This is an optimization exercise on Yosys and OpenROAD, whose aim is small area, a short achievable clock period and few clock cycles per item, not a production implementation. Function was checked by simulation only, so behaviour that the tests miss may differ from the original. Power figures rest on the tool's default switching activity, not on a simulated workload.

// ibc_pkb_enc
module ibc_pkb_enc (
    input  wire       clk,
    input  wire       rst,         
    input  wire       in_valid,
    output wire       in_ready,
    input  wire [7:0] in_data,
    input  wire       in_last,
    output wire       out_valid,
    input  wire       out_ready,
    output wire [7:0] out_data,
    output wire       out_last
);
clock: 10.0 ns
lec_check: 0
abc_clock_period_in_ps: 3200
cap_margin: 20
core_margin: 2
core_utilization: 55
cts_buf_list: sky130_fd_sc_hd__clkbuf_8
cts_cluster_diameter: 50
cts_cluster_size: 16
place_density: 0.7
slew_margin: 20
standard.sh (not shown) runs the stock make flow with config.mk's settings and CLKGATE_MAP_FILE= SYNTH_SCRIPT=/design/flow/synth_recipe.tcl, a recipe that flattens the netlist after the stock synthesis.
==> flow/flow/run.sh <==
#!/bin/bash
# Own flow: the standard layout (standard synthesis, floorplan, placement, CTS, routing)
# unchanged, except that
#  - every port still gets its own buffer, but a plain buf_4 instead of the delay-cell
#    buffer that buffer_ports picks by default.
# make's full output goes to standard.log in this folder.
set -euo pipefail
bash standard.sh SETUP_SLACK_MARGIN=7.0 "BUFFER_PORTS_ARGS=-buffer_cell sky130_fd_sc_hd__buf_4" finish > standard.log 2>&1
Testbench counts at the start, summed over its fixed seeds: cycles 192,886, bytes 189,906.
Rerun with:
--- a/flow/flow/run.sh
+++ b/flow/flow/run.sh
@@ -7,2 +7,2 @@
 set -euo pipefail
-bash standard.sh SETUP_SLACK_MARGIN=7.0 "BUFFER_PORTS_ARGS=-buffer_cell sky130_fd_sc_hd__buf_4" finish > standard.log 2>&1
+bash standard.sh SETUP_SLACK_MARGIN=6.9 "BUFFER_PORTS_ARGS=-buffer_cell sky130_fd_sc_hd__buf_4" finish > standard.log 2>&1
CTS_BUF_LIST = default   (was sky130_fd_sc_hd__clkbuf_8)
CTS_CLUSTER_DIAMETER = 60   (was 50)
CTS_CLUSTER_SIZE = 20   (was 16)
What happened: The new run finished clean. Synthesized cell count does not change. Worst setup slack gets better by 140 ps. Clock power drops by about 3%.
Rerun with:
==> flow/run.sh (new file) <==
#!/bin/bash
# synth_recipe.tcl (not shown) runs the flow's synth.tcl, then flattens the netlist and writes it again
# the make line also repeats each setting of config.mk as NAME=value (left out here)
make -C /OpenROAD-flow-scripts/flow DESIGN_CONFIG=/design/flow/config.mk WORK_HOME=/design/flow/orfs CLKGATE_MAP_FILE= SYNTH_SCRIPT=/design/flow/synth_recipe.tcl finish
SETUP_SLACK_MARGIN = 5   (was default)
removed: flow/flow/run.sh
removed: flow/standard.sh
What happened:
- The changed run completed with no timing, DRC or antenna violations
- via count fell by 0.74%
- worst setup slack got worse by 1400 ps
- sequential share of layout area grows by 0.38 points
- wire length is lower by 2.9%
- worst hold slack is about the same
- die area is unchanged
- clock power went up by about 5%
- non-clock buffer count went down by 16
- clock-buffer cell count is unchanged
Rerun with:
==> flow/flow/run.sh (new file) <==
#!/bin/bash
# Own flow: the standard layout (standard synthesis, floorplan, placement, CTS, routing)
# unchanged, except that
#  - every port still gets its own buffer, but a plain buf_4 instead of the delay-cell
#    buffer that buffer_ports picks by default.
# make's full output goes to standard.log in this folder.
set -euo pipefail
bash standard.sh SETUP_SLACK_MARGIN=7.0 "BUFFER_PORTS_ARGS=-buffer_cell sky130_fd_sc_hd__buf_4" finish > standard.log 2>&1
==> flow/standard.sh (new file) <==
#!/bin/bash
# synth_recipe.tcl (not shown) runs the flow's synth.tcl, then flattens the netlist and writes it again
# the make line also repeats each setting of config.mk as NAME=value (left out here)
make -C /OpenROAD-flow-scripts/flow DESIGN_CONFIG=/design/flow/config.mk WORK_HOME=/design/flow/orfs CLKGATE_MAP_FILE= SYNTH_SCRIPT=/design/flow/synth_recipe.tcl "${@:-finish}"
SETUP_SLACK_MARGIN = default   (was 5)
removed: flow/run.sh
The changed run finished clean.
Hold slack improved by 3.4 ps.
Count of clock-buffer cells in the layout is higher by 1.
Register-to-register slack improves by 1600 ps.
Power rises by about 3%.
Cell count came out higher by 0.76%.
Routed wire length rose by 5.2%.

## afterwards: timing with drivers on the ports
No port has a modelled driver above. Below, the same layouts with a new extraction and two added sets of constraints. Step 1: set_driving_cell puts a clkbuf_16 on clk and a buf_2 on each other input, an assumption about the parent block. Step 2 moves the port delays by t, midway between the first and last clock arrival at a register: inputs arrive t later, outputs are due t later. That takes back most of the time a late clock gives input paths. a / b / c = ideal / step 1 / step 2; a / b = the first two.
run	t, ns	setup slack, ns	worst hold slack (ns)	worst setup path at the end	latest minus earliest clock arrival (ns)
the first run	0.835	6.688 / 6.620 / 6.376	0.436 / 0.436 / 0.436	input to register	0.038 / 0.038
the second run	0.710	6.831 / 6.765 / 6.435	0.433 / 0.433 / 0.433	input to register	0.034 / 0.035
the third run	0.711	5.477 / 5.477 / 5.307	0.431 / 0.431 / 0.431	input to register	0.033 / 0.032
the fourth run	0.714	6.801 / 6.733 / 6.391	0.434 / 0.434 / 0.434	input to register	0.028 / 0.028
After both steps every run listed still meets setup and hold. The setup slack of the fourth run, which loses most, moves by -0.068 ns with the drivers and by -0.410 ns with both steps.
